This is an optimization exercise on Yosys and OpenROAD, whose aim is small area, not a production implementation. At most, simulation tests tie the RTL to the original design; equivalence was not proved. Only the layout flow was run in run 5; the RTL was not checked for function there. Power is estimated from default activity; no workload was simulated.

===== design.v =====
module mucom_engine (
    input  wire        clk,
    input  wire        rst,
    input  wire        cmd_valid,
    output wire        cmd_ready,
    input  wire [3:0]  cmd_op,
    input  wire [7:0]  cmd_index,
    input  wire [3:0]  cmd_size,
    input  wire [63:0] cmd_data,
    input  wire [15:0] cmd_ms,
    output reg         res_valid,
    output reg  [1:0]  res_status,
    output wire        res_got,
    output wire [31:0] res_elapsed,
    output reg  [63:0] res_out,
    input  wire [31:0] now,
    input  wire        rx_valid,
    input  wire [7:0]  rx_byte,
    output wire        rx_ready,
    input  wire [15:0] tx_space,
    output wire        tx_valid,
    output wire [7:0]  tx_byte,
    input  wire        tx_ready,
    output wire        crit,
    output wire        flush_req,
    input  wire        flush_done,
    output wire        disp_valid,
    output wire [1:0]  disp_kind,
    output wire [3:0]  disp_dcnt,
    output wire [71:0] disp_data,
    input  wire        reply_valid,
    input  wire [7:0]  reply_index,
    input  wire [3:0]  reply_size,
    input  wire [63:0] reply_data
);
    localparam [1:0] K_WREQ = 2'b00;
    localparam [1:0] K_RREQ = 2'b01;
    localparam [1:0] K_RRSP = 2'b10;
    localparam [1:0] K_EXEC = 2'b11;
    localparam [3:0] OP_SETTO = 4'd1, OP_GETLC = 4'd2, OP_POLL = 4'd3, OP_READ = 4'd4,
                     OP_WRITE = 4'd5, OP_INVOKE = 4'd6, OP_INVOKE0 = 4'd7;
    localparam [1:0] ST_OK = 2'd0, ST_ERR = 2'd1, ST_TIMEOUT = 2'd2, ST_COMM = 2'd3;
    localparam [3:0] S_IDLE   = 4'd0,
                     S_POLL   = 4'd1,    
                     S_DISP   = 4'd2,    
                     S_RWAIT  = 4'd3,    
                     S_RSEND  = 4'd4,    
                     S_TXWAIT = 4'd5,    
                     S_TXCHK  = 4'd6,    
                     S_SEND   = 4'd7,    
                     S_FLUSH  = 4'd8,    
                     S_RSPCHK = 4'd9,    
                     S_DONE   = 4'd10;   
    localparam [1:0] R_POLLCMD = 2'd0, R_DRAIN = 2'd1, R_TXWAIT = 2'd2, R_RSPWAIT = 2'd3;
    function [3:0] lastidx;
        input [1:0] k;
        input [2:0] c;
        begin
            if (k == K_RREQ)    lastidx = 4'd1;
            else if (c == 3'd0) lastidx = 4'd2;
            else                lastidx = {1'b0, c} + 4'd3;
        end
    endfunction
    function [31:0] sub32;
        input [31:0] a;
        input [31:0] b;
        reg [31:0] p, g;
        reg [32:0] bw;
        integer k;
        begin
            p = ~(a ^ b);
            g = ~a & b;
            bw[0] = 1'b0;
            for (k = 0; k < 32; k = k + 2) begin
                bw[k+1] = g[k] | (p[k] & bw[k]);
                bw[k+2] = g[k+1] | (p[k+1] & g[k]) | (p[k+1] & p[k] & bw[k]);
            end
            sub32 = ~p ^ bw[31:0];
        end
    endfunction
    function ge15;
        input [14:0] a;
        input [14:0] b;
        reg br;
        integer k;
        begin
            br = 1'b0;
            for (k = 0; k < 15; k = k + 1)
                br = (~a[k] & b[k]) | (~(a[k] ^ b[k]) & br);
            ge15 = ~br;
        end
    endfunction
    reg  [3:0]  state;
    reg  [1:0]  ret;
    reg         got;
    reg  [14:0] timeout;         
    reg  [31:0] lastcomm;        
    reg         lc_set;
    reg  [31:0] t0;
    reg  [31:0] t0r;
    reg  [7:0]  req_index;
    reg  [2:0]  req_cntf;
    reg  [1:0]  txkind;
    reg  [63:0] pb;
    reg         match;           
    reg         cp;              
    reg  [71:0] sb;              
    reg  [3:0]  cnt;
    reg  [1:0]  rkind;
    reg  [2:0]  rcntf;
    reg  [3:0]  txidx;
    wire st_idle   = (state == S_IDLE);
    wire st_poll   = (state == S_POLL);
    wire st_disp   = (state == S_DISP);
    wire st_rwait  = (state == S_RWAIT);
    wire st_rsend  = (state == S_RSEND);
    wire st_send   = (state == S_SEND);
    wire        use_t0   = (state == S_TXWAIT) || (state == S_TXCHK) || (state == S_RSPCHK);
    wire [31:0] base     = ({32{st_rwait}} & t0r) |
                           ({32{st_idle && lc_set && cmd_op == OP_GETLC}} & lastcomm) |
                           ({32{use_t0}} & t0);
    wire [31:0] elapsed  = sub32(now, base);
    wire        expired  = (elapsed[31:15] != 17'd0) || ge15(elapsed[14:0], timeout);
    wire        space_ok = (tx_space >= 16'd22);
    assign res_elapsed = t0;
    assign res_got     = got;
    wire        take     = st_poll && rx_valid;
    wire        rx_start = rx_byte[7];
    wire        cont     = take && !rx_start && (cnt != 4'd0);
    wire        sending  = st_send || st_rsend;
    wire [1:0]  lk       = st_send ? txkind : (st_rsend ? K_RRSP : rkind);
    wire [2:0]  lc       = st_send ? req_cntf : rcntf;
    wire [3:0]  lpos     = sending ? txidx : cnt;
    wire        at_last  = (lpos == lastidx(lk, lc));
    wire        complete = cont && at_last;
    assign cmd_ready  = st_idle;
    assign rx_ready   = st_poll;
    assign disp_valid = st_disp;
    assign crit       = sending;
    assign tx_valid   = sending;
    assign flush_req  = (state == S_FLUSH);
    assign disp_kind  = rkind;
    assign disp_dcnt  = {1'b0, rcntf} + 4'd1;
    genvar g;
    generate
        for (g = 0; g < 9; g = g + 1) begin : g_disp
            assign disp_data[8*g +: 8] = sb[71 - 8*g -: 8];
        end
    endgenerate
    wire [71:0] cs = {req_index, pb};
    reg  [7:0]  txraw;
    integer j;
    always @(*) begin
        txraw = ({8{st_rsend && txidx == 4'd0}} & {1'b1, K_RRSP, rcntf, sb[71:70]}) |
                ({8{st_send  && txidx == 4'd0}} & {1'b1, txkind, req_cntf, cs[71:70]});
        for (j = 1; j < 11; j = j + 1)
            txraw = txraw |
                    ({8{st_rsend && txidx == j}} & {1'b0, sb[69 - 7*(j-1) -: 7]}) |
                    ({8{st_send  && txidx == j}} & {1'b0, cs[69 - 7*(j-1) -: 7]});
    end
    wire [2:0]  vbits    = (lk == K_RREQ) ? 3'd6 : (lc == 3'd0) ? 3'd7 : lc;
    reg  [6:0]  keep;
    integer b;
    always @(*) begin
        for (b = 0; b < 7; b = b + 1)
            keep[b] = !at_last || ((3'd6 - b) < vbits);
    end
    assign tx_byte = {txraw[7], txraw[6:0] & keep};
    wire        reply_ok = reply_valid && (rkind == K_RREQ) &&
                           (reply_size >= 4'd1) && (reply_size <= 4'd8);
    wire        size_ok  = (cmd_size >= 4'd1) && (cmd_size <= 4'd8);
    wire [71:0] rs;              
    wire [71:0] xs;              
    wire [71:0] wr;              
    assign rs[71:64] = reply_index;
    assign xs[71:70] = rx_byte[1:0];
    assign wr[71:70] = {2{take && rx_start}};
    generate
        for (g = 0; g < 8; g = g + 1) begin : g_rs
            assign rs[63 - 8*g -: 8] = reply_data[8*g +: 8];
        end
        for (g = 1; g < 11; g = g + 1) begin : g_wr
            assign xs[69 - 7*(g-1) -: 7] = rx_byte[6:0];
            assign wr[69 - 7*(g-1) -: 7] = {7{cont && cnt == g}};
        end
    endgenerate
    wire [71:0] sb_next = ({72{st_disp}} & rs) | (wr & xs) | (~{72{st_disp}} & ~wr & sb);
    wire [63:0] cd;              
    assign cd[63:56] = (cmd_op == OP_INVOKE0) ? 8'h00 : cmd_data[7:0];
    generate
        for (g = 1; g < 8; g = g + 1) begin : g_cd
            assign cd[63 - 8*g -: 8] = cmd_data[8*g +: 8];
        end
    endgenerate
    wire [63:0] pb_next = ({64{cp}} & sb[63:0]) | ({64{st_idle}} & cd) |
                          (~{64{cp || st_idle}} & pb);
    integer m, c;
    always @(posedge clk) begin
        if (st_idle) begin
            req_index <= cmd_index;
            req_cntf  <= (cmd_op == OP_INVOKE0) ? 3'd0 : cmd_size[2:0] - 3'd1;
            txkind    <= (cmd_op == OP_READ)  ? K_RREQ :
                         (cmd_op == OP_WRITE) ? K_WREQ : K_EXEC;
        end
        if (cp) match <= (sb[71:64] == req_index) && (rcntf == req_cntf);
        pb <= pb_next;
        cp <= complete && (rkind == K_RRSP);
        sb <= sb_next;
        if (st_disp) begin
            rcntf <= reply_size[2:0] - 3'd1;
        end else if (take && rx_start) begin
            rkind <= rx_byte[6:5];
            rcntf <= rx_byte[4:2];
        end
        if (st_disp) t0r <= now;
        if (sending) begin
            if (tx_ready) txidx <= txidx + 4'd1;
        end else begin
            txidx <= 4'd0;
        end
    end
    always @(posedge clk) begin
        if (rst) begin
            state     <= S_IDLE;
            cnt       <= 4'd0;
            timeout   <= 15'd100;
            lc_set    <= 1'b0;
            res_valid <= 1'b0;
        end else begin
            res_valid <= 1'b0;
            case (state)
                S_IDLE: begin
                    t0 <= elapsed;
                    if (cmd_valid) begin
                        case (cmd_op)
                            OP_SETTO: begin
                                timeout    <= ($signed(cmd_ms) < 16'sd2) ? 15'd2 : cmd_ms[14:0];
                                res_status <= ST_OK;
                                state      <= S_DONE;
                            end
                            OP_GETLC: begin
                                res_status <= ST_OK;
                                state      <= S_DONE;
                            end
                            OP_POLL: begin
                                got   <= 1'b0;
                                ret   <= R_POLLCMD;
                                state <= S_POLL;
                            end
                            OP_READ: begin
                                if (!size_ok) begin
                                    res_status <= ST_ERR;
                                    state      <= S_DONE;
                                end else begin
                                    got   <= 1'b0;
                                    ret   <= R_DRAIN;
                                    state <= S_POLL;
                                end
                            end
                            OP_WRITE, OP_INVOKE, OP_INVOKE0: begin
                                if (!size_ok && cmd_op != OP_INVOKE0) begin
                                    res_status <= ST_ERR;
                                    state      <= S_DONE;
                                end else begin
                                    state <= S_TXWAIT;
                                end
                            end
                            default: ;   
                        endcase
                    end
                end
                S_POLL: begin
                    if (!rx_valid) begin
                        case (ret)
                            R_POLLCMD: begin
                                res_status <= ST_OK;
                                state      <= S_DONE;
                            end
                            R_DRAIN: begin
                                t0    <= elapsed;
                                state <= S_TXWAIT;
                            end
                            R_TXWAIT:  state <= S_TXCHK;
                            default:   state <= S_RSPCHK;
                        endcase
                    end else if (rx_start) begin
                        cnt <= 4'd1;
                    end else if (cnt != 4'd0) begin
                        if (complete) begin
                            cnt      <= 4'd0;
                            lastcomm <= now;
                            lc_set   <= 1'b1;
                            if (rkind == K_RRSP) got   <= 1'b1;
                            else                 state <= S_DISP;
                        end else begin
                            cnt <= cnt + 4'd1;
                        end
                    end
                end
                S_DISP: begin
                    if (reply_ok) state <= S_RWAIT;
                    else          state <= S_POLL;
                end
                S_RWAIT: begin
                    if (space_ok)     state <= S_RSEND;
                    else if (expired) state <= S_POLL;        
                end
                S_RSEND: if (tx_ready && at_last) state <= S_POLL;
                S_TXWAIT: begin
                    if (space_ok) begin
                        state <= S_SEND;
                    end else if (txkind == K_RREQ) begin
                        ret   <= R_TXWAIT;
                        state <= S_POLL;
                    end else if (expired) begin
                        res_status <= ST_OK;    
                        state      <= S_DONE;
                    end
                end
                S_TXCHK: begin
                    if (expired) begin
                        res_status <= ST_TIMEOUT;
                        state      <= S_DONE;
                    end else begin
                        state <= S_TXWAIT;
                    end
                end
                S_SEND: if (tx_ready && at_last) begin
                    if (txkind == K_RREQ) begin
                        state <= S_FLUSH;
                    end else begin
                        res_status <= ST_OK;
                        state      <= S_DONE;
                    end
                end
                S_FLUSH: if (flush_done) begin
                    t0    <= elapsed;
                    got   <= 1'b0;
                    ret   <= R_RSPWAIT;
                    state <= S_POLL;
                end
                S_RSPCHK: begin
                    if (got) begin
                        if (!match) begin
                            res_status <= ST_COMM;
                        end else begin
                            for (m = 0; m < 8; m = m + 1)
                                if (m <= req_cntf) res_out[8*m +: 8] <= pb[63 - 8*m -: 8];
                            res_status <= ST_OK;
                        end
                        state <= S_DONE;
                    end else if (expired) begin
                        cnt        <= 4'd0;
                        res_status <= ST_TIMEOUT;
                        state      <= S_DONE;
                    end else begin
                        state <= S_POLL;
                    end
                end
                S_DONE: begin
                    res_valid <= 1'b1;
                    state     <= S_IDLE;
                end
                default: state <= S_IDLE;
            endcase
        end
    end
endmodule

===== flow/run.sh =====
#!/bin/bash
# Standard layout with the smallest buffer (buf_1) on every input and output port
# and a clock tree of fewer, larger clusters without dummy loads. Each tool's
# output goes to a log of its own here.
set -euo pipefail
export BUFFER_PORTS_ARGS="-buffer_cell sky130_fd_sc_hd__buf_1"
export CTS_ARGS="-sink_clustering_enable -repair_clock_nets -buf_list sky130_fd_sc_hd__clkbuf_16 -sink_clustering_size 30 -sink_clustering_max_diameter 120 -dont_use_dummy_load"
bash standard.sh synth > synth.log 2>&1
bash standard.sh > layout.log 2>&1

===== standard.sh =====
#!/bin/bash
# synth_recipe.tcl (not shown) runs the flow's synth.tcl, then flattens the netlist and writes it again
# the make line also repeats each setting of config.mk as NAME=value (left out here)
make -C /OpenROAD-flow-scripts/flow DESIGN_CONFIG=/design/flow/config.mk WORK_HOME=/design/flow/orfs CLKGATE_MAP_FILE= SYNTH_SCRIPT=/design/flow/synth_recipe.tcl "${@:-finish}"

===== config.mk =====
export PLATFORM = sky130hd
export DESIGN_NAME = mucom_engine
export DESIGN_NICKNAME = mucom_engine
export VERILOG_FILES = /design/flow/design.v
export SDC_FILE = /design/flow/constraint.sdc
export NUM_CORES = 4
export LEC_CHECK = 0
export CAP_MARGIN = 20
export CORE_MARGIN = 2
export CORE_UTILIZATION = 40
export SLEW_MARGIN = 20

===== constraint.sdc =====
create_clock -name core_clock -period 10.0 [get_ports {clk}]
set_input_delay 2.0000 -clock core_clock [delete_from_list [all_inputs] [get_ports {clk}]]
set_output_delay 2.0000 -clock core_clock [all_outputs]
set_load 0.01 [all_outputs]

==> results of run 1 <==
## cell usage in the layout (no fill, tap or decap), types with 32 or more instances in the layout
master,n
a21oi_1,39
a22oi_1,193
buf_1,425
dfxtp_1,165
edfxtp_1,184
ha_1,63
inv_1,108
nand2_1,360
nor2_1,72
o21ai_0,32
## cell type report
cell class / instances / area, µm² / share of cell area [%]
sequential: 350 / 8850 / 45.8
inverter: 110 / 415 / 2.15
clock buffer: 16 / 400 / 2.07
timing repair buffer: 442 / 1720 / 8.92
multi-input combinational: 1133 / 7240 / 37.5
antenna: 4 / 10.0 / 0.0518
tap: 539 / 674 / 3.49
## flip-flops by register name, summed over array words and instances, names as in the netlist, 2 cells and up
signal / count
lastcomm: 32
sb: 72
rkind: 2
res_status: 2
res_out: 64
txidx: 4
req_index: 8
timeout: 15
pb: 64
ret: 2
t0: 32
state: 4
rcntf: 3
req_cntf: 3
txkind: 2
t0r: 32
cnt: 4
## worst max-delay path, stage by stage (launching register included)
cell	delay, ps
dfxtp_1	850
nand4b_1	670
mux2i_1	720
ha_1	280
inv_1	50
ha_1	320
inv_1	80
a21oi_1	160
a31oi_1	70
a311oi_1	690
nor2_1	280
and3_1	360
a211oi_1	520
buf_1	200
## power by group
part	switching [mW]	leakage, nW	internal, mW
clock network	0.453	0.197	0.291
logic	1.23	4.20	0.618
registers	0.639	3.07	2.04
total	2.32	7.48	2.95
## layer usage
| metal | part of all wire [%] | global-route usage (%) |
|---|---|---|
| met1 | 39 | 36.2 |
| met2 | 47 | 48.5 |
| met3 | 9.3 | 5.99 |
| met4 | 4.9 | 13.5 |
| met5 | 0.066 | 0 |
## per-stage QoR
step | power (mW) | hold WS (ps) | instances | utilization (%)
after detailed placement | 4.50 | 441 | 2574 | 45.3
after CTS | 5.24 | 465 | 2590 | 46.2
after global placement | 4.46 | 444 | 2574 | 45.3
final | 5.27 | 470 | 2594 | 46.3
after global routing | 5.54 | 470 | 2593 | 46.3
after floorplan | 3.56 | 429 | 1692 | -
## cells by family (layout without fill, tap and decap cells)
family / Yosys count / in the layout
simple gates: 608 / 608
compound gates: 400 / 400
mux: 9 / 9
fa+ha+maj: 79 / 79
buf+inv: 209 / 568
flops: 350 / 350
other cells: 0 / 4
xor+xnor: 37 / 37
## final timing paths
path / to / cells past startpoint / slack, ps
max: tx_byte[1] / 13 / 2190
min: res_out[23]$_DFFE_PP_ / 0 / 470
max reg2reg: state[2]$_SDFFE_PP0P_ / 23 / 2770
min reg2reg: res_out[23]$_DFFE_PP_ / 0 / 470
==> run summary, run 1 <==
* Post-route minimum period at 7810 ps
* Largest cells by area after synthesis: edfxtp_1 33%, dfxtp_1 20%, a22oi_1 8.6%
* Worst Path Required at 8000 ps
* Post-synth top cells: 360 x nand2_1, 193 x a22oi_1, 184 x edfxtp_1, 166 x dfxtp_1, 108 x inv_1
* HPWL after DPL at between 50 and 60 mm
* Filler cells at about 4k
* Sequential area share after synthesis at 52.5%
* Final period utilization at approximately 78%
* Setup skew after layout at 39.1 ps
* Syn Inst Count at 1692
* Arrival time worst endpoint at 5810 ps
* DRC errors left at 0
* CTS Hold Bufs at 0
* Grt total ovfl at 0
* TritonCTS Buffers at 16
* Post-CTS sizing at 0
* Initial antenna violation count at 7
* Top_reg_cell synth: edfxtp_1
* Core footprint at 41800 µm²
* DR vias/cell at between 5 and 6
* Placed Area at 18900 µm²
* Largest net degree at the start of global routing at 67
* CTS clock-pin slew for the worst setup and hold paths at 120 ps
* EDFF count, synth at 184
* Combinational family with the most area after synthesis: compound AO/OA/AOI/OAI gates
* Final setup viols at 0
* Dpl ws at 1940 ps
* Simple-Gate Fraction of Synth Area at between 10% and 20%
* Share of the synthesized area in the top cell type at 32.8%
* RSZ-0062 raised after global routing: false
* Max FO, Critical Path at 22
* Vias in the first global route at 14.5k
* Clock latency (worst-skew pair) at 540 ps
* Fin. Hold Viols at 0
* Status: complete, no violations
* Root buffer cell: clkbuf_16
* CP Class: reg2out
* Via Count at 15.2k
* Slew Limit Fails at 0
* Die Area at around 44000 µm²
* Avg WL per Cell at 25.3 µm
* Postcts setup bufs at 0
* PD cells at 273 nW/µm²
* Compound-gate portion of the synthesized area at 17.5%
* Synthesized area at 16900 µm²
* Clock sinks at 350
* Setup TNS at 0 ps
* Max H-tree Level at 1
* Final #Nets at about 2.4k
* Global-route wire length before repair at 94.3 mm
* Mux contribution to synthesized area at less than 1%
* Placer Congestion at 0.955
* Yosys warning count at 1
* VDD IR max at 189 µV
* Hold Crit Class: reg2reg
* IO Port Bufs at 425
* Initial drt markers at 1993
* Most common cell in the netlist: nand2_1
* Synth async-reset ratio at 0%
* Worst slew pin tran at approximately 1100 ps
* Gr usage total at 29.1%
* Syn_nets at 2006
* Die Wd at approximately 210 µm
* Final worst slack at around 2200 ps
* Post-Synth XOR/XNOR Area at 1.92%
* RR Startpoint: state[2]$_SDFFE_PP0P_
* Area growth from synthesis to layout at 14.5%
* Post-Layout Inst Area at 19300 µm²
* Drt total wl at 65.6 mm
* CP Capture Type: output pin
* Adder-Cell Fraction of Synth Area at 6.57%
* Max cap viols at 0
* Fmax achieved at 128 MHz
* Relative slew slack at about 29%
* Type of origin of the critical path: register
* CP startpoint: state[1]$_SDFFE_PP0P_
* Proportion of layout cells with a drive suffix above 1 at 2.34%
* HP Start: pb[47]$_DFF_P_
* Leak Pwr at 7.48 nW
* Initial Util at between 40% and 50%
* Synth area leader: edfxtp_1
* IO Pins at 427
* Die height at roughly 210 µm
* CTS max path bufs at 3
* FF+latch count, synth at 350
* CTS tree: built
* Syn avg cell area at 9.97 µm²
* Antenna-violating nets left at 0
* Drt pass-1 iters at 10
* Placement row count at 75
* Post-synth cell types at between 60 and 70
==> run 2: changes to the inputs <==
--- a/design.v
+++ b/design.v
@@ -194,7 +194,7 @@
     endgenerate
     wire [63:0] pb_next = ({64{cp}} & sb[63:0]) | ({64{st_idle}} & cd) |
                           (~{64{cp || st_idle}} & pb);
-    integer m, c;
+    integer m;
     always @(posedge clk) begin
         if (st_idle) begin
             req_index <= cmd_index;
==> flow/run.sh (replaced) <==
#!/bin/bash
# The standard layout with three changes, each tool's output in a log of its own here:
#  - synthesis is the standard one, but its ABC run maps for area (flow/area.abc),
#  - the smallest buffer (buf_1) on every input and output port,
#  - a clock tree of fewer, larger clusters without dummy loads.
set -euo pipefail
here=$PWD
export BUFFER_PORTS_ARGS="-buffer_cell sky130_fd_sc_hd__buf_1"
export CTS_ARGS="-sink_clustering_enable -repair_clock_nets -buf_list sky130_fd_sc_hd__clkbuf_8 -sink_clustering_size 16 -sink_clustering_max_diameter 80 -dont_use_dummy_load"
export MY_ABC_SCRIPT=$here/flow/area.abc
std=$(grep -o 'SYNTH_SCRIPT=[^ ]*' standard.sh | head -n 1 | cut -d= -f2)
cat > my_synth.tcl <<EOT
# the standard synthesis script, with ABC's script swapped for flow/area.abc
proc abc {args} {
  set i [lsearch -exact \$args -script]
  if {\$i >= 0} { lset args [expr {\$i + 1}] \$::env(MY_ABC_SCRIPT) }
  yosys abc {*}\$args
}
source {$std}
EOT
sed "s|SYNTH_SCRIPT=[^ ]*|SYNTH_SCRIPT=$here/my_synth.tcl|" standard.sh > my_standard.sh
bash my_standard.sh synth > synth.log 2>&1
bash my_standard.sh > layout.log 2>&1
==> flow/area.abc (new file) <==
strash
dch -f
map -a
mfs2
strash
dch -f
map -a
topo
stime -c
buffer -c
upsize -c
dnsize -c
==> run 2 against run 1 <==
Net effect:
- still clean on timing, DRC and antenna
- clock power down 6.6%
- combinational power down 2%
- final cell count up 2.0%
- via count down 2.7%
- wire length down 4.3%
- sequential cell count unchanged
- setup slack worse by 1400 ps
- worst hold slack worse by 1.9 ps
==> run summary, run 2 <==
* Pwr Total at 5.00 mW (was 5.27 mW)
* Initial drt markers at 1325 (was 1993)
* Hold Crit Class: reg2reg (unchanged)
* Busiest layer in global routing: met2 (unchanged)
* Simple-Gate Fraction of Synth Area at 12.7% (was 16.3%)
* Most frequent CP cell: nor2_1
* Core footprint at 40600 µm² (was 41800 µm²)
* Commonest non-fill, non-tap cell in the layout: buf_1 (unchanged)
* Area growth from synthesis to layout at 16.8% (was 14.5%)
* Max H-tree Level at 1 (unchanged)
* Post-synth cell types at 43 (was 68)
* CTS tree: built (unchanged)
* Cells on worst reg2reg path at 51 (was 23)
* CP max stage cell: fa_1 (was dfxtp_1)
* Final #Nets at 2428 (was 2367)
* Met3 Use GR at 4.84% (was 5.99%)
* Vias in the first global route at 13.9k (was 14.5k)
* CTS Hold Bufs at 0 (unchanged)
* Initial Util at 40.3% (was 40.4%)
* CTS clock-pin slew for the worst setup and hold paths at 100 ps (was 120 ps)
* Kind of cell adding the most delay to the critical path: compound AO/OA/AOI/OAI gates (unchanged)
* Multi-input gate area at 6550 µm² (was 7240 µm²)
* Type of origin of the critical path: primary input (was register)
* Largest net degree at the start of global routing at 69 (was 67)
* Placer Congestion at 0.930 (was 0.955)
* DR vias/cell at 5.57 (was 5.84)
* Final period utilization at 92.1% (was 78.1%)
* Final core occ at 47.0% (was 46.3%)
* Placement row count at 74 (was 75)
* Met2 usage at 48.9% (was 48.5%)
* Post-Layout Cell Count at 2647 (was 2594)
* Final setup viols at 0 (unchanged)
* Most frequent cells in the layout: 425 x buf_1, 286 x nand2_1, 225 x inv_1, 184 x edfxtp_1, 165 x dfxtp_1 (was 425 x buf_1, 360 x nand2_1, 193 x a22oi_1, 184 x edfxtp_1, 165 x dfxtp_1)
* Worst slew pin tran at 1070 ps (was 1060 ps)
* Clock latency (worst-skew pair) at 620 ps (was 540 ps)
* Grt total ovfl at 0 (unchanged)
* Setup skew after layout at 73.4 ps (was 39.1 ps)
* Drt total wl at 62.8 mm (was 65.6 mm)
* EDFF count, synth at 184 (unchanged)
* CP max stage delay at 470 ps (was 850 ps)
* Max FO, Critical Path at 6 (was 22)
* HPWL after DPL at 48.8 mm (was 50.6 mm)
* IO Port Bufs at 425 (unchanged)
* Die height at 206 µm (was 209 µm)
* Largest cells by area after synthesis: edfxtp_1 34%, dfxtp_1 20%, a22oi_1 7.2% (was edfxtp_1 33%, dfxtp_1 20%, a22oi_1 8.6%)
* Die Area at 42500 µm² (was 43800 µm²)
* Avg WL per Cell at 23.7 µm (was 25.3 µm)
* Syn Inst Count at 1680 (was 1692)
* Synthesized area at 16400 µm² (was 16900 µm²)
* Setup TNS at 0 ps (unchanged)
* Post-route minimum period at 9210 ps (was 7810 ps)
* Mux contribution to synthesized area at 0% (was 0.542%)
* HP Start: pb[40]$_DFF_P_ (was pb[47]$_DFF_P_)
* Compound-gate portion of the synthesized area at 18.4% (was 17.5%)
* Reg2Reg Capture Point: state[1]$_SDFFE_PP0P_ (was state[2]$_SDFFE_PP0P_)
* FF+latch count, synth at 350 (unchanged)
* Top_reg_cell synth: edfxtp_1 (unchanged)
* Clock sinks at 350 (unchanged)
* WHS at 468 ps (was 470 ps)
* Bufs and invs on worst path at 4 (was 3)
* Syn avg cell area at 9.74 µm² (was 9.97 µm²)
* Post-CTS sizing at 0 (unchanged)
* Leak Pwr at 7.48 nW (about the same)
* CP Capture Type: register (was output pin)
* Post-synth top cells: 287 x nand2_1, 225 x inv_1, 184 x edfxtp_1, 166 x dfxtp_1, 157 x a22oi_1 (was 360 x nand2_1, 193 x a22oi_1, 184 x edfxtp_1, 166 x dfxtp_1, 108 x inv_1)
* Max FFs per register at 72 (unchanged)
* Yosys warning count at 1 (unchanged)
* Reg area at 8850 µm² (unchanged)
* PD cells at 262 nW/µm² (was 273 nW/µm²)
* Biggest regs: sb: 72 flops, pb: 64 flops, res_out: 64 flops (unchanged)
* Proportion of layout cells with a drive suffix above 1 at 3.88% (was 2.34%)
* Drt pass-1 iters at 6 (was 10)
* CTS max path bufs at 3 (unchanged)
* Gr usage total at 28.5% (was 29.1%)
* DRC errors left at 0 (unchanged)
* Max cap viols at 0 (unchanged)
* Synth async-reset ratio at 0% (unchanged)
* Most common cell in the netlist: nand2_1 (unchanged)
* Slew Limit Fails at 0 (unchanged)
* Root buffer cell: clkbuf_8 (was clkbuf_16)
* RR Startpoint: state[2]$_SDFFE_PP0P_ (unchanged)
* Global-route wire length before repair at 88.7 mm (was 94.3 mm)
* R2r setup slk at 1140 ps (was 2770 ps)
* Antenna-violating nets left at 0 (unchanged)
* Adder-Cell Fraction of Synth Area at 6.77% (was 6.57%)
* Synth area leader: edfxtp_1 (unchanged)
* Filler cells at 4039 (was 4094)
* Arrival time worst endpoint at 9670 ps (was 5810 ps)
* Initial antenna violation count at 6 (was 7)
* Met1 Track Usage GR at 36.0% (was 36.2%)
* Fmax achieved at 109 MHz (was 128 MHz)
* Worst Path Required at 10460 ps (was 8000 ps)
* CP Class: in2reg (was reg2out)
* VDD IR max at 213 µV (was 189 µV)
* Combinational family with the most area after synthesis: compound AO/OA/AOI/OAI gates (unchanged)
* WHS Path Cells at 0 (unchanged)
* Via Count at 14.7k (was 15.2k)
* Biggest register: sb (unchanged)
* Syn_nets at 1994 (was 2006)
* Sequential area share after synthesis at 54.1% (was 52.5%)
* Fin. Hold Viols at 0 (unchanged)
* Post-Synth XOR/XNOR Area at 1.82% (was 1.92%)
* Share of the synthesized area in the top cell type at 33.8% (was 32.8%)
* TritonCTS Buffers at 27 (was 16)
* Postcts setup bufs at 0 (unchanged)
* RSZ-0062 raised after global routing: false (unchanged)
* Placed insts at 2616 (was 2574)
* Relative slew slack at 28.5% (was 29.4%)
* Status: complete, no violations (unchanged)
* Die Wd at 206 µm (was 209 µm)
* IO Pins at 427 (unchanged)
* Min-Delay Endpoint: res_out[16]$_DFFE_PP_ (was res_out[23]$_DFFE_PP_)
-- run 2: stage by stage --
step	area [µm²]	worst slack [ps]
floorplan	16400	1460
global placement	18700	160
detailed placement	18700	-71.1
CTS	19100	579
global route	19100	35.9
finish	19100	791
-- run 2: worst max-delay path by stage --
stage                                  endpoint  startpoint  slack (ps)  depth (start not counted)
after floorplan           state[2]$_SDFFE_PP0P_   cmd_op[1]        1460                         48
after global placement    state[2]$_SDFFE_PP0P_   cmd_op[2]         160                         48
after detailed placement  state[3]$_SDFFE_PP0P_   cmd_op[2]         -70                         48
after CTS                 state[3]$_SDFFE_PP0P_   cmd_op[2]         580                         48
after global routing      state[0]$_SDFFE_PP0P_   cmd_op[1]          40                         48
final                     state[1]$_SDFFE_PP0P_   cmd_op[1]         790                         47
-- run 2: where the power goes --
part / internal, mW / switching (mW) / total [mW]
clock network: 0.241 / 0.454 / 0.695
registers: 2.05 / 0.449 / 2.50
logic: 0.583 / 1.22 / 1.81
-- run 2: final cells by class --
| type | instances | share of cell area, % |
|---|---|---|
| diodes | 3 | 0.0393 |
| clock buffers | 27 | 1.94 |
| inverters | 225 | 4.42 |
| multi-input cells | 1057 | 34.3 |
| flip-flops and latches | 350 | 46.3 |
| well taps | 532 | 3.48 |
| repair buffers | 453 | 9.52 |
-- run 2: routing by layer --
layer,vias up,wire (µm)
met5,-,51
met4,8,2330
met3,119,5000
met2,742,30400
met1,7082,25000
li1,6791,-
-- run 2: worst register-to-register path: cells and delay by family (launching register included) --
family | cells | cell delay, ps
AO/OA/AOI/OAI | 18 | 3650
AND/OR/NAND/NOR | 23 | 2890
buffers and inverters | 8 | 1080
flip-flops | 1 | 410
adder cells (fa/ha/maj) | 2 | 690
-- run 2: cell families after synthesis --
kind of cell,count (synthesis)
XOR/XNOR,34
AO/OA/AOI/OAI,430
adder cells (fa/ha/maj),79
AND/OR/NAND/NOR,514
flip-flops,350
buffers and inverters,273
==> run 3: changes to the inputs <==
--- a/design.v
+++ b/design.v
@@ -115,9 +115,11 @@
     wire st_rwait  = (state == S_RWAIT);
     wire st_rsend  = (state == S_RSEND);
     wire st_send   = (state == S_SEND);
-    wire        use_t0   = (state == S_TXWAIT) || (state == S_TXCHK) || (state == S_RSPCHK);
-    wire [31:0] base     = ({32{st_rwait}} & t0r) |
-                           ({32{st_idle && lc_set && cmd_op == OP_GETLC}} & lastcomm) |
+    wire        tx_read  = (txkind == K_RREQ);
+    wire        use_t0r  = st_rwait || (state == S_TXWAIT && !tx_read);
+    wire        use_t0   = (state == S_TXWAIT && tx_read) || (state == S_TXCHK) ||
+                           (state == S_RSPCHK);
+    wire [31:0] base     = ({32{use_t0r}} & t0r) | ({32{st_idle && lc_set}} & lastcomm) |
                            ({32{use_t0}} & t0);
     wire [31:0] elapsed  = sub32(now, base);
     wire        expired  = (elapsed[31:15] != 17'd0) || ge15(elapsed[14:0], timeout);
@@ -212,7 +214,7 @@
             rkind <= rx_byte[6:5];
             rcntf <= rx_byte[4:2];
         end
-        if (st_disp) t0r <= now;
+        if (st_disp || st_idle) t0r <= now;
         if (sending) begin
             if (tx_ready) txidx <= txidx + 4'd1;
         end else begin
==> run 3 against run 2 <==
Net effect:
- die area grew 0.16%
- global-route usage rose by 0.084 points
- final cell count down 0.42%
- first-iteration DRC count grew 22%
- worst hold slack got worse by 83 ps
- register-to-register slack got worse by 290 ps
- largest power group unchanged
- critical endpoint is now state[0]$_SDFFE_PP0P_
- wire length is 0.45% lower
==> run summary, run 3 <==
* Status: complete, no violations (unchanged)
* Clock sinks at 350 (unchanged)
* Dpl ws at 399 ps (was -71.1 ps)
* Slew Limit Fails at 0 (unchanged)
* Proportion of layout cells with a drive suffix above 1 at 3.33% (was 3.88%)
* Initial Util at 40.3% (about the same)
* RSZ-0062 raised after global routing: false (unchanged)
* Synthesized area at 16400 µm² (about the same)
* Drt total wl at 62.5 mm (was 62.8 mm)
* Sequential area share after synthesis at 54.0% (was 54.1%)
* Syn_nets at 1992 (was 1994)
* Biggest register: sb (unchanged)
* Top_reg_cell synth: edfxtp_1 (unchanged)
* Max FFs per register at 72 (unchanged)
* Fin. Hold Viols at 0 (unchanged)
* Die height at 206 µm (about the same)
* Type of origin of the critical path: register (was primary input)
* Setup skew after layout at 61.9 ps (was 73.4 ps)
* HPWL after DPL at 48.3 mm (was 48.8 mm)
* Most frequent cells in the layout: 425 x buf_1, 264 x nand2_1, 246 x inv_1, 184 x edfxtp_1, 166 x dfxtp_1 (was 425 x buf_1, 286 x nand2_1, 225 x inv_1, 184 x edfxtp_1, 165 x dfxtp_1)
* Initial antenna violation count at 8 (was 6)
* Die Area at 42600 µm² (was 42500 µm²)
* Syn avg cell area at 9.77 µm² (was 9.74 µm²)
* Leak Pwr at 7.46 nW (was 7.48 nW)
* IO Port Bufs at 425 (unchanged)
* Filler cells at 4005 (was 4039)
* Commonest non-fill, non-tap cell in the layout: buf_1 (unchanged)
* Post-synth top cells: 265 x nand2_1, 246 x inv_1, 184 x edfxtp_1, 166 x dfxtp_1, 143 x nor2_1 (was 287 x nand2_1, 225 x inv_1, 184 x edfxtp_1, 166 x dfxtp_1, 157 x a22oi_1)
* CP Class: reg2reg (was in2reg)
* Final #Nets at 2415 (was 2428)
* WHS at 385 ps (was 468 ps)
* Cells on worst reg2reg path at 50 (was 51)
* Adder-Cell Fraction of Synth Area at 6.76% (was 6.77%)
* CP max stage cell: dfxtp_1 (was fa_1)
* Post-route minimum period at 9150 ps (was 9210 ps)
* Initial drt markers at 1611 (was 1325)
* Final setup viols at 0 (unchanged)
* Placer Congestion at 0.993 (was 0.930)
* Reg area at 8850 µm² (about the same)
* CP Capture Type: register (unchanged)
* Post-CTS sizing at 0 (unchanged)
* Simple-Gate Fraction of Synth Area at 12.4% (was 12.7%)
* Synth async-reset ratio at 0% (unchanged)
* WHS Path Cells at 0 (unchanged)
* Compound-gate portion of the synthesized area at 18.2% (was 18.4%)
* Mux contribution to synthesized area at 0% (unchanged)
* Multi-input gate area at 6480 µm² (was 6550 µm²)
* Largest net degree at the start of global routing at 76 (was 69)
* Worst slew pin tran at 1070 ps (about the same)
* Hold Crit Class: reg2reg (unchanged)
* Biggest regs: sb: 72 flops, pb: 64 flops, res_out: 64 flops (unchanged)
* Synth area leader: edfxtp_1 (unchanged)
* Share of the synthesized area in the top cell type at 33.7% (was 33.8%)
* Max FO, Critical Path at 24 (was 6)
* CP max stage delay at 490 ps (was 470 ps)
* VDD IR max at 155 µV (was 213 µV)
* DRC errors left at 0 (unchanged)
* TritonCTS Buffers at 26 (was 27)
* Max cap viols at 0 (unchanged)
* Most frequent CP cell: nor2_1 (unchanged)
* Final period utilization at 91.5% (was 92.1%)
* CTS Hold Bufs at 0 (unchanged)
* Arrival time worst endpoint at 9630 ps (was 9670 ps)
* CTS tree: built (unchanged)
* Final worst slack at 855 ps (was 791 ps)
* R2r setup slk at 850 ps (was 1140 ps)
* FF+latch count, synth at 350 (unchanged)
* Gr usage total at 28.6% (was 28.5%)
* Vias in the first global route at 14.2k (was 13.9k)
* Root buffer cell: clkbuf_8 (unchanged)
* Grt total ovfl at 0 (unchanged)
* CTS max path bufs at 3 (unchanged)
* Post-Synth XOR/XNOR Area at 1.82% (about the same)
* Final core occ at 46.9% (was 47.0%)
* Global-route wire length before repair at 89.6 mm (was 88.7 mm)
* Worst Path Required at 10480 ps (was 10460 ps)
* Setup TNS at 0 ps (unchanged)
* Syn Inst Count at 1678 (was 1680)
* Most common cell in the netlist: nand2_1 (unchanged)
* Area growth from synthesis to layout at 16.3% (was 16.8%)
* Die Wd at 206 µm (about the same)
* Relative slew slack at 28.4% (was 28.5%)
* Max H-tree Level at 1 (unchanged)
* Post-synth cell types at 42 (was 43)
* Placement row count at 74 (unchanged)
* Clock latency (worst-skew pair) at 650 ps (was 620 ps)
* PD cells at 262 nW/µm² (about the same)
* Drt pass-1 iters at 6 (unchanged)
* EDFF count, synth at 184 (unchanged)
* Yosys warning count at 1 (unchanged)
* Antenna-violating nets left at 0 (unchanged)
* Combinational family with the most area after synthesis: compound AO/OA/AOI/OAI gates (unchanged)
* CTS clock-pin slew for the worst setup and hold paths at 100 ps (about the same)
* Core footprint at 40600 µm² (unchanged)
* Via Count at 15.0k (was 14.7k)
* Fmax achieved at 109 MHz (about the same)
* IO Pins at 427 (unchanged)
* Largest cells by area after synthesis: edfxtp_1 34%, dfxtp_1 20%, a22oi_1 6.5% (was edfxtp_1 34%, dfxtp_1 20%, a22oi_1 7.2%)
* Postcts setup bufs at 0 (unchanged)
* Avg WL per Cell at 23.7 µm (about the same)
* DR vias/cell at 5.67 (was 5.57)
[run 3: cell count changes after synthesis, sizes merged, moves of 5 or more]
cell    before  now
o22ai        2    9
o221ai      20   43
nand3       25   38
a22oi      157  142
o211ai       9    2
clkbuf      40   45
o21ai       94   76
inv        225  246
nand2      287  265
[run 3: per-stage QoR]
step                      total power, mW  cell area, µm²  cells
after global placement               4.24           18600   2604
final                                4.99           19100   2636
after CTS                            4.94           19000   2630
after global routing                 5.27           19100   2634
after detailed placement             4.27           18600   2604
after floorplan                      3.44           16400   1678
[run 3: routing by layer]
layer	wire [µm]	up-vias	GRT usage [%]	part of all wire [%]
met1	26000	7179	39.5	42
met2	27100	843	42.5	43
li1	-	6766	-	-
met5	34	-	0	0.054
met3	6680	157	7.03	11
met4	2710	6	12.1	4.3
[run 3: cell families after synthesis]
kind of cell / Yosys count
buffers and inverters: 298
AO/OA/AOI/OAI: 416
flip-flops: 350
XOR/XNOR: 34
adder cells (fa/ha/maj): 79
AND/OR/NAND/NOR: 501
[run 3: layout make-up]
| cell class | count | share of cell area, % |
|---|---|---|
| inverters | 248 | 4.88 |
| clock buffers | 26 | 1.88 |
| well taps | 532 | 3.49 |
| diodes | 5 | 0.0656 |
| multi-input cells | 1030 | 34.0 |
| repair buffers | 445 | 9.26 |
| flip-flops and latches | 350 | 46.4 |
[run 3: final timing paths]
kind                                       startpoint                     to
worst max-delay path            state[0]$_SDFFE_PP0P_  state[0]$_SDFFE_PP0P_
worst min-delay path                   pb[59]$_DFF_P_   res_out[3]$_DFFE_PP_
worst max register to register  state[0]$_SDFFE_PP0P_  state[0]$_SDFFE_PP0P_
worst min register to register         pb[59]$_DFF_P_   res_out[3]$_DFFE_PP_
[run 3: worst max-delay path: cells and delay by family (launching register included)]
kind | cells | cell delay [ps]
simple gates | 24 | 3380
compound gates | 17 | 3410
fa+ha+maj | 2 | 700
flops | 1 | 490
buf+inv | 7 | 1030
[run 3: report_power, final]
group | switching, mW | internal [mW] | total, mW
clock | 0.454 | 0.232 | 0.686
sequential | 0.446 | 2.08 | 2.53
combinational | 1.21 | 0.567 | 1.78
==> run 4: changes to the inputs <==
--- a/flow/run.sh
+++ b/flow/run.sh
@@ -1,6 +1,7 @@
 #!/bin/bash
 # The standard layout with three changes, each tool's output in a log of its own here:
-#  - synthesis is the standard one, but its ABC run maps for area (flow/area.abc),
+#  - synthesis is the standard one, but without full-adder extraction and with
+#    an ABC run that maps for area (flow/area.abc),
 #  - the smallest buffer (buf_1) on every input and output port,
 #  - a clock tree of fewer, larger clusters without dummy loads.
 set -euo pipefail
@@ -10,7 +11,9 @@
 export MY_ABC_SCRIPT=$here/flow/area.abc
 std=$(grep -o 'SYNTH_SCRIPT=[^ ]*' standard.sh | head -n 1 | cut -d= -f2)
 cat > my_synth.tcl <<EOT
-# the standard synthesis script, with ABC's script swapped for flow/area.abc
+# the standard synthesis script, with ABC's script swapped for flow/area.abc and
+# no full-adder extraction, so ABC maps the adders' logic with the rest
+proc extract_fa {args} {}
 proc abc {args} {
   set i [lsearch -exact \$args -script]
   if {\$i >= 0} { lset args [expr {\$i + 1}] \$::env(MY_ABC_SCRIPT) }
==> flow/area.abc (replaced) <==
strash
dch -f
map -a
mfs2
strash
dch -f
map -a
mfs2
strash
dch -f
map -a
topo
stime -c
buffer -c
dnsize -c
==> run 4 against run 3 <==
Net effect:
- via count grew 0.13%
- area after synthesis shrank 4.1%
- clock power grew 1%
- largest cell class unchanged
- utilization grew 0.47 points
- design area shrank 3.7%
- highest routed layer unchanged
- critical path depth grew 7
- global-route usage grew 1.3 points
- critical path type unchanged
- power grew 0.64%
==> run summary, run 4 <==
* Status: complete, no violations (unchanged)
* Top_reg_cell synth: edfxtp_1 (unchanged)
* Die Wd at 202 µm (was 206 µm)
* Most frequent cells in the layout: 425 x buf_1, 282 x nand2_1, 237 x inv_1, 184 x edfxtp_1, 175 x nor2_1 (was 425 x buf_1, 264 x nand2_1, 246 x inv_1, 184 x edfxtp_1, 166 x dfxtp_1)
* IO Pins at 427 (unchanged)
* Combinational Power Share at 35.5% (was 35.6%)
* Compound-gate portion of the synthesized area at 19.8% (was 18.2%)
* Int Power at 2.85 mW (was 2.88 mW)
* CTS Hold Bufs at 0 (unchanged)
* Commonest non-fill, non-tap cell in the layout: buf_1 (unchanged)
* Clock sinks at 350 (unchanged)
* Share of the synthesized area in the top cell type at 35.1% (was 33.7%)
* Placement row count at 72 (was 74)
* WHS at 449 ps (was 385 ps)
* Core footprint at 38700 µm² (was 40600 µm²)
* TritonCTS Buffers at 26 (unchanged)
* Drt pass-1 iters at 6 (unchanged)
* CP max stage delay at 590 ps (was 490 ps)
* Fin. Hold Viols at 0 (unchanged)
* Post-Synth XOR/XNOR Area at 2.95% (was 1.82%)
* Arrival time worst endpoint at 9350 ps (was 9630 ps)
* Max cap viols at 0 (unchanged)
* Adder-Cell Fraction of Synth Area at 0% (was 6.76%)
* Largest cells by area after synthesis: edfxtp_1 35%, dfxtp_1 21%, a22oi_1 6.9% (was edfxtp_1 34%, dfxtp_1 20%, a22oi_1 6.5%)
* Clock power share at 13.8% (about the same)
* DRC errors left at 0 (unchanged)
* Synth async-reset ratio at 0% (unchanged)
* Vias in the first global route at 14.0k (was 14.2k)
* Most common cell in the netlist: nand2_1 (unchanged)
* Reg2Reg Capture Point: state[0]$_SDFFE_PP0P_ (unchanged)
* Die Area at 40900 µm² (was 42600 µm²)
* IO Port Bufs at 425 (unchanged)
* Global-route wire length before repair at 90.8 mm (was 89.6 mm)
* Max H-tree Level at 1 (unchanged)
* CTS max path bufs at 3 (unchanged)
* Mux contribution to synthesized area at 0% (unchanged)
* Root buffer cell: clkbuf_8 (unchanged)
* Setup TNS at 0 ps (unchanged)
* Initial antenna violation count at 5 (was 8)
* DR vias/cell at 5.66 (was 5.67)
* Yosys warning count at 1 (unchanged)
* RSZ-0062 raised after global routing: false (unchanged)
* Worst slew pin tran at 1070 ps (about the same)
* Post-synth cell types at 41 (was 42)
* CTS tree: built (unchanged)
* Post-synth top cells: 282 x nand2_1, 237 x inv_1, 184 x edfxtp_1, 181 x nor2_1, 166 x dfxtp_1 (was 265 x nand2_1, 246 x inv_1, 184 x edfxtp_1, 166 x dfxtp_1, 143 x nor2_1)
* CP max stage cell: o31ai_1 (was dfxtp_1)
* Largest net degree at the start of global routing at 85 (was 76)
* Max FFs per register at 72 (unchanged)
* Synthesized area at 15700 µm² (was 16400 µm²)
* RR Startpoint: state[0]$_SDFFE_PP0P_ (unchanged)
* VDD IR max at 177 µV (was 155 µV)
* Leak Pwr at 6.97 nW (was 7.46 nW)
* Drt total wl at 63.5 mm (was 62.5 mm)
* PD cells at 274 nW/µm² (was 262 nW/µm²)
* Final setup viols at 0 (unchanged)
* Switching Fraction at 43.2% (was 42.3%)
* Most frequent CP cell: nand2_1 (was nor2_1)
* CTS clock-pin slew for the worst setup and hold paths at 100 ps (about the same)
* Proportion of layout cells with a drive suffix above 1 at 2.54% (was 3.33%)
* Worst Path Required at 10500 ps (was 10480 ps)
* CP Class: reg2reg (unchanged)
* CP startpoint: state[0]$_SDFFE_PP0P_ (unchanged)
* Via Count at 15.0k (about the same)
* FF+latch count, synth at 350 (unchanged)
* Cells on worst reg2reg path at 57 (was 50)
* Initial drt markers at 1936 (was 1611)
* Syn_nets at 1939 (was 1992)
* Clock latency (worst-skew pair) at 630 ps (was 650 ps)
* Hold Crit Class: reg2reg (unchanged)
* HPWL after DPL at 50.0 mm (was 48.3 mm)
* Fmax achieved at 113 MHz (was 109 MHz)
* Gr usage total at 29.8% (was 28.6%)
* Synth area leader: edfxtp_1 (unchanged)
* Syn Inst Count at 1704 (was 1678)
* Postcts setup bufs at 0 (unchanged)
* Final #Nets at 2362 (was 2415)
* Syn avg cell area at 9.23 µm² (was 9.77 µm²)
* Post-Layout Inst Area at 18300 µm² (was 19100 µm²)
* Simple-Gate Fraction of Synth Area at 14.2% (was 12.4%)
* Placed Area at 18000 µm² (was 18600 µm²)
* Pwr Total at 5.02 mW (was 4.99 mW)
* Setup skew after layout at 50.3 ps (was 61.9 ps)
* Grt total ovfl at 0 (unchanged)
* EDFF count, synth at 184 (unchanged)
* Initial Util at 40.6% (was 40.3%)
* CP Capture Type: register (unchanged)
* Crit path capture: state[0]$_SDFFE_PP0P_ (unchanged)
* Sequential area share after synthesis at 56.3% (was 54.0%)
* Relative slew slack at 28.3% (was 28.4%)
* Final period utilization at 88.4% (was 91.5%)
* Combinational family with the most area after synthesis: compound AO/OA/AOI/OAI gates (unchanged)
* Biggest regs: sb: 72 flops, pb: 64 flops, res_out: 64 flops (unchanged)
* Avg WL per Cell at 24.0 µm (was 23.7 µm)
* Max FO, Critical Path at 30 (was 24)
* R2r setup slk at 1160 ps (was 850 ps)
* Slew Limit Fails at 0 (unchanged)
* Die height at 202 µm (was 206 µm)
* Antenna-violating nets left at 0 (unchanged)
* Biggest register: sb (unchanged)
* Type of origin of the critical path: register (unchanged)
* Post-route minimum period at 8840 ps (was 9150 ps)
* Placer Congestion at 1.01 (was 0.993)
* Area growth from synthesis to layout at 16.7% (was 16.3%)
* Sw power at 2.17 mW (was 2.11 mW)
* Sequential share of power at 50.7% (was 50.6%)
* Post-CTS sizing at 0 (unchanged)
run 4: cell types whose count changed after synthesis, sizes merged, moves of 16 or more:
cell | before | now
fa | 16 | 0
ha | 63 | 0
nand2 | 265 | 282
nor2 | 143 | 181
o21ai | 76 | 116
xnor2 | 14 | 32
run 4: cell families after synthesis:
group	after synthesis
compound gates	465
xor+xnor	53
buf+inv	285
flops	350
simple gates	551
run 4: layout make-up:
type / count / area, µm²
well taps: 518 / 648
multi-input cells: 1069 / 5850
flip-flops and latches: 350 / 8850
inverters: 239 / 897
fillers: 3842 / 20400
repair buffers: 441 / 1740
diodes: 4 / 10.0
clock buffers: 26 / 358
run 4: layer usage:
| layer | vias to the layer above | part of all wire [%] | global-route usage (%) |
|---|---|---|---|
| met3 | 126 | 10 | 6.43 |
| met1 | 7152 | 43 | 42.1 |
| met5 | - | 0.043 | 0 |
| met2 | 852 | 44 | 45.8 |
| met4 | 4 | 3.1 | 9.25 |
| li1 | 6837 | - | - |
run 4: how the worst min path moves through the flow:
stage | startpoint | endpoint | slack, ps | cells after the start
2_1_floorplan | pb[53]$_DFF_P_ | res_out[13]$_DFFE_PP_ | 410 | 0
3_3_place_gp | pb[53]$_DFF_P_ | res_out[13]$_DFFE_PP_ | 420 | 0
3_5_place_dp | pb[53]$_DFF_P_ | res_out[13]$_DFFE_PP_ | 430 | 0
4_1_cts | pb[53]$_DFF_P_ | res_out[13]$_DFFE_PP_ | 470 | 0
5_1_grt | pb[53]$_DFF_P_ | res_out[13]$_DFFE_PP_ | 480 | 0
6_report | pb[53]$_DFF_P_ | res_out[13]$_DFFE_PP_ | 450 | 0
run 4: stage by stage:
| step | util [%] | worst slack (ps) | instances |
|---|---|---|---|
| after floorplan | - | 2560 | 1704 |
| after global placement | 46.3 | 1070 | 2616 |
| after detailed placement | 46.3 | 989 | 2616 |
| after CTS | 47.3 | 1120 | 2642 |
| after global routing | 47.4 | 161 | 2646 |
| final | 47.4 | 1160 | 2647 |
run 4: power groups by stage:
stage               Clock, mW  Combinational (mW)  Sequential, mW
floorplan                   0               0.962            2.44
global placement            0                1.70            2.55
detailed placement          0                1.71            2.56
CTS                     0.705                1.72            2.52
global route            0.754                1.93            2.58
finish                  0.693                1.78            2.55
run 4: critical path, delay by kind of cell, from the launching register on:
family / cells / cell delay [ps]
DFF: 1 / 480
AOI/OAI and AO/OA: 16 / 3650
buffers and inverters: 8 / 1020
xor gates and xnor gates: 1 / 140
and+or+nand+nor: 32 / 3400
==> run 5: changes to the inputs <==
--- a/design.v
+++ b/design.v
@@ -108,7 +108,6 @@
     reg  [3:0]  cnt;
     reg  [1:0]  rkind;
     reg  [2:0]  rcntf;
-    reg  [3:0]  txidx;
     wire st_idle   = (state == S_IDLE);
     wire st_poll   = (state == S_POLL);
     wire st_disp   = (state == S_DISP);
@@ -132,6 +131,7 @@
     wire        sending  = st_send || st_rsend;
     wire [1:0]  lk       = st_send ? txkind : (st_rsend ? K_RRSP : rkind);
     wire [2:0]  lc       = st_send ? req_cntf : rcntf;
+    wire [3:0]  txidx    = t0r[3:0];      
     wire [3:0]  lpos     = sending ? txidx : cnt;
     wire        at_last  = (lpos == lastidx(lk, lc));
     wire        complete = cont && at_last;
@@ -214,11 +214,12 @@
             rkind <= rx_byte[6:5];
             rcntf <= rx_byte[4:2];
         end
-        if (st_disp || st_idle) t0r <= now;
-        if (sending) begin
-            if (tx_ready) txidx <= txidx + 4'd1;
-        end else begin
-            txidx <= 4'd0;
+        if (st_disp || st_idle) begin
+            t0r <= now;
+        end else if ((state == S_TXWAIT || st_rwait) && space_ok) begin
+            t0r[3:0] <= 4'd0;
+        end else if (sending && tx_ready) begin
+            t0r[3:0] <= t0r[3:0] + 4'd1;
         end
     end
     always @(posedge clk) begin
==> run 5 against run 4 <==
Net effect:
- final cell count is essentially flat
- die area shrank 0.47%
- critical path type unchanged
- design area grew 0.14%
- via count up 0.98%
- largest power group unchanged
- wire length grew 1.1%
- maximum frequency rose by 1.6%
- clock skew grew 11 ps
- highest routed layer is now met4
- combinational power fell by 16%
- area after synthesis decreased by 0.48%
==> run summary, run 5 <==
* Reg2Reg Capture Point: res_status[0]$_DFFE_PP_ (was state[0]$_SDFFE_PP0P_)
* Initial antenna violation count at 0 (was 5)
* Syn avg cell area at 9.22 µm² (was 9.23 µm²)
* Most frequent cells in the layout: 425 x buf_1, 323 x nand2_1, 216 x inv_1, 184 x edfxtp_1, 166 x nor2_1 (was 425 x buf_1, 282 x nand2_1, 237 x inv_1, 184 x edfxtp_1, 175 x nor2_1)
* RR Startpoint: state[0]$_SDFFE_PP0P_ (unchanged)
* Most common cell in the netlist: nand2_1 (unchanged)
* Root buffer cell: clkbuf_8 (unchanged)
* Status: complete, no violations (unchanged)
* Leak Pwr at 6.94 nW (was 6.97 nW)
* CTS tree: built (unchanged)
* Synthesized area at 15700 µm² (about the same)
* Combinational family with the most area after synthesis: compound AO/OA/AOI/OAI gates (unchanged)
* RSZ-0062 raised after global routing: false (unchanged)
* # diodes at 0 (was 4)
* WL met1 at 26.6 mm (was 27.1 mm)
* Simple-Gate Fraction of Synth Area at 15.2% (was 14.2%)
* Fin. Hold Viols at 0 (unchanged)
* Post-route minimum period at 8710 ps (was 8840 ps)
* IO Port Bufs at 425 (unchanged)
* Clock sinks at 346 (was 350)
* DR WL met3 at 6.73 mm (was 6.35 mm)
* Grt total ovfl at 0 (unchanged)
* Max H-tree Level at 1 (unchanged)
* Hold Crit Class: reg2reg (unchanged)
* DR vias/cell at 5.71 (was 5.66)
* Fmax achieved at 115 MHz (was 113 MHz)
* Top routing layer in use: met4 (was met5)
* Relative slew slack at 28.6% (was 28.3%)
* CTS Hold Bufs at 0 (unchanged)
* Placer Congestion at 0.971 (was 1.01)
* R2r setup slk at 1290 ps (was 1160 ps)
* Initial drt markers at 1774 (was 1936)
* Type of origin of the critical path: register (unchanged)
* IO Pins at 427 (unchanged)
* Worst slew pin tran at 1070 ps (about the same)
* Post-synth top cells: 324 x nand2_1, 217 x inv_1, 184 x edfxtp_1, 172 x nor2_1, 162 x dfxtp_1 (was 282 x nand2_1, 237 x inv_1, 184 x edfxtp_1, 181 x nor2_1, 166 x dfxtp_1)
* Synth async-reset ratio at 0% (unchanged)
* Final worst slack at 1290 ps (was 1160 ps)
* Core footprint at 38600 µm² (was 38700 µm²)
* EDFF count, synth at 184 (unchanged)
* Via Count at 15.1k (was 15.0k)
* Global-route wire length before repair at 91.4 mm (was 90.8 mm)
* Yosys warning count at 1 (unchanged)
* Die height at 202 µm (about the same)
* Gr usage total at 30.2% (was 29.8%)
* Max FFs per register at 72 (unchanged)
* Die Area at 40700 µm² (was 40900 µm²)
* Sequential area share after synthesis at 56.0% (was 56.3%)
* Most frequent CP cell: nand2_1 (unchanged)
* CTS clock-pin slew for the worst setup and hold paths at 110 ps (was 100 ps)
* Placement row count at 72 (unchanged)
* Syn_nets at 1933 (was 1939)
* Slew Limit Fails at 0 (unchanged)
* Initial Util at 40.5% (was 40.6%)
* Final period utilization at 87.1% (was 88.4%)
* Vias in the first global route at 14.2k (was 14.0k)
* DRC errors left at 0 (unchanged)
* CP Capture Type: register (unchanged)
* Commonest non-fill, non-tap cell in the layout: buf_1 (unchanged)
* Final setup viols at 0 (unchanged)
* Post-Layout Inst Area at 18400 µm² (was 18300 µm²)
* HPWL after DPL at 49.1 mm (was 50.0 mm)
* Die Wd at 202 µm (about the same)
* Share of the synthesized area in the top cell type at 35.3% (was 35.1%)
* Area growth from synthesis to layout at 17.4% (was 16.7%)
* Post-Synth XOR/XNOR Area at 2.63% (was 2.95%)
* Worst Path Required at 10260 ps (was 10500 ps)
* CP max stage delay at 400 ps (was 590 ps)
* Pwr Total at 4.73 mW (was 5.02 mW)
* Final #Nets at 2367 (was 2362)
* Cells on worst reg2reg path at 62 (was 57)
* PD cells at 257 nW/µm² (was 274 nW/µm²)
* Met2 WL at 28.8 mm (was 28.0 mm)
* Drt pass-1 iters at 7 (was 6)
* CP max stage cell: a2111oi_2 (was o31ai_1)
* Max cap viols at 0 (unchanged)
* CP startpoint: state[0]$_SDFFE_PP0P_ (unchanged)
* Crit path capture: res_status[0]$_DFFE_PP_ (was state[0]$_SDFFE_PP0P_)
* Proportion of layout cells with a drive suffix above 1 at 3.57% (was 2.54%)
* Largest net degree at the start of global routing at 53 (was 85)
* Biggest register: sb (unchanged)
* FF+latch count, synth at 346 (was 350)
* Max FO, Critical Path at 6 (was 30)
* Placed Area at 17900 µm² (was 18000 µm²)
* Setup skew after layout at 61.6 ps (was 50.3 ps)
* Synth area leader: edfxtp_1 (unchanged)
* Antenna-violating nets left at 0 (unchanged)
* Top_reg_cell synth: edfxtp_1 (unchanged)
* CTS max path bufs at 3 (unchanged)
* Clock latency (worst-skew pair) at 640 ps (was 630 ps)
* Setup TNS at 0 ps (unchanged)
* TritonCTS Buffers at 27 (was 26)
* Drt total wl at 64.2 mm (was 63.5 mm)
* CP Class: reg2reg (unchanged)
* Arrival time worst endpoint at 8970 ps (was 9350 ps)
* VDD IR max at 173 µV (was 177 µV)
* Adder-Cell Fraction of Synth Area at 0.192% (was 0%)
* Dpl ws at 210 ps (was 989 ps)
* Avg WL per Cell at 24.2 µm (was 24.0 µm)
* Syn Inst Count at 1698 (was 1704)
* Postcts setup bufs at 0 (unchanged)
* Compound-gate portion of the synthesized area at 19.6% (was 19.8%)
* Post-synth cell types at 43 (was 41)
* Largest cells by area after synthesis: edfxtp_1 35%, dfxtp_1 21%, nand2_1 7.8% (was edfxtp_1 35%, dfxtp_1 21%, a22oi_1 6.9%)
* Final core occ at 47.5% (was 47.4%)
* Biggest regs: sb: 72 flops, pb: 64 flops, res_out: 64 flops (unchanged)
* Mux contribution to synthesized area at 0.0639% (was 0%)
## run 5: changes by cell type in the layout (fill, tap and decap cells not counted), sizes merged, moves of 7 or more
cell,delta
nand3,-10
o22ai,-12
nand2,+42
xnor2,-8
nor3,+10
o2111ai,+7
o21ai,-8
o211ai,+9
inv,-21
o221ai,-7
nor2,-8
a22oi,+11
buf,+7
a21oi,-9
## run 5: layout make-up
class                      count  area, µm²
inverter                     218        818
fill                        3839      20300
multi-input combinational   1091       5990
timing repair buffer         448       1780
sequential                   346       8770
tap                          518        648
clock buffer                  27        372
## run 5: stage by stage
stage | cells | hold slack, ps
2_1_floorplan | 1698 | 408
3_3_place_gp | 2620 | 420
3_5_place_dp | 2620 | 426
4_1_cts | 2647 | 449
5_1_grt | 2648 | 463
6_report | 2648 | 443
## run 5: critical path, delay by kind of cell (launching register included)
kind	cells	cell delay (ps)
flip-flops	1	380
AND/OR/NAND/NOR	35	3490
buffers and inverters	10	910
AO/OA/AOI/OAI	15	2810
adder cells (fa/ha/maj)	2	750
## run 5: worst min path at each step
stage | from | end | slack (ps) | cells after the start
2_1_floorplan | pb[59]$_DFF_P_ | res_out[3]$_DFFE_PP_ | 410 | 0
3_3_place_gp | pb[12]$_DFF_P_ | res_out[52]$_DFFE_PP_ | 420 | 0
3_5_place_dp | pb[59]$_DFF_P_ | res_out[3]$_DFFE_PP_ | 430 | 0
4_1_cts | pb[12]$_DFF_P_ | res_out[52]$_DFFE_PP_ | 450 | 0
5_1_grt | pb[12]$_DFF_P_ | res_out[52]$_DFFE_PP_ | 460 | 0
6_report | pb[59]$_DFF_P_ | res_out[3]$_DFFE_PP_ | 440 | 0
## run 5: routing by layer
layer  global-route usage (%)  up-vias
met1                     42.1     7219
met3                     6.26      125
li1                         -     6867
met2                     47.2      907
met4                     9.56        0
met5                        0        -
## run 5: kinds of logic after synthesis
logic type,after synthesis
xor gates and xnor gates,47
AOI/OAI and AO/OA,452
DFF,346
muxes,1
adders and majority gates,3
buffers and inverters,261
and+or+nand+nor,588
## run 5: power by group
| part | internal, mW | switching [mW] |
|---|---|---|
| combinational | 0.464 | 1.02 |
| sequential | 2.04 | 0.499 |
| clock | 0.241 | 0.459 |
| total | 2.75 | 1.98 |
## run 5: repair_timing
item	4_1_cts	5_1_grt
endpoints found under the setup margin	0	11
endpoints found under the hold margin	0	0
gates resized for setup	0	9

what the ideal ports hide:
How much do the figures lean on ideal ports? The routed layouts below were timed once more, with nothing changed but the port constraints.
Step 1, drivers: a clkbuf_16 drives clk and a buf_2 each remaining input, both assumed.
Step 2 times the ports against the registers' clock, not the clock port: input delays grow and output delays shrink by t, the midpoint of the rising clock arrivals with the driver on.
Slacks: ideal / step 1 / step 2; pairs: ideal / step 1.
| run | t (ns) | slack for setup (ns) | worst setup path at the end |
|---|---|---|---|
| run 1 | 0.573 | 2.193 / 2.140 / 1.979 | input to register |
| run 2 | 0.637 | 0.791 / 0.815 / 0.178 | input to register |
| run 3 | 0.666 | 0.855 / 0.855 / 0.370 | input to register |
| run 4 | 0.662 | 1.156 / 1.156 / 0.982 | input to register |
| run 5 | 0.662 | 1.291 / 1.291 / 0.715 | input to register |
After both steps every run listed still meets setup and hold. For run 2, which loses most, drivers alone change the setup slack by +0.024 ns; drivers and shift together by -0.613 ns.
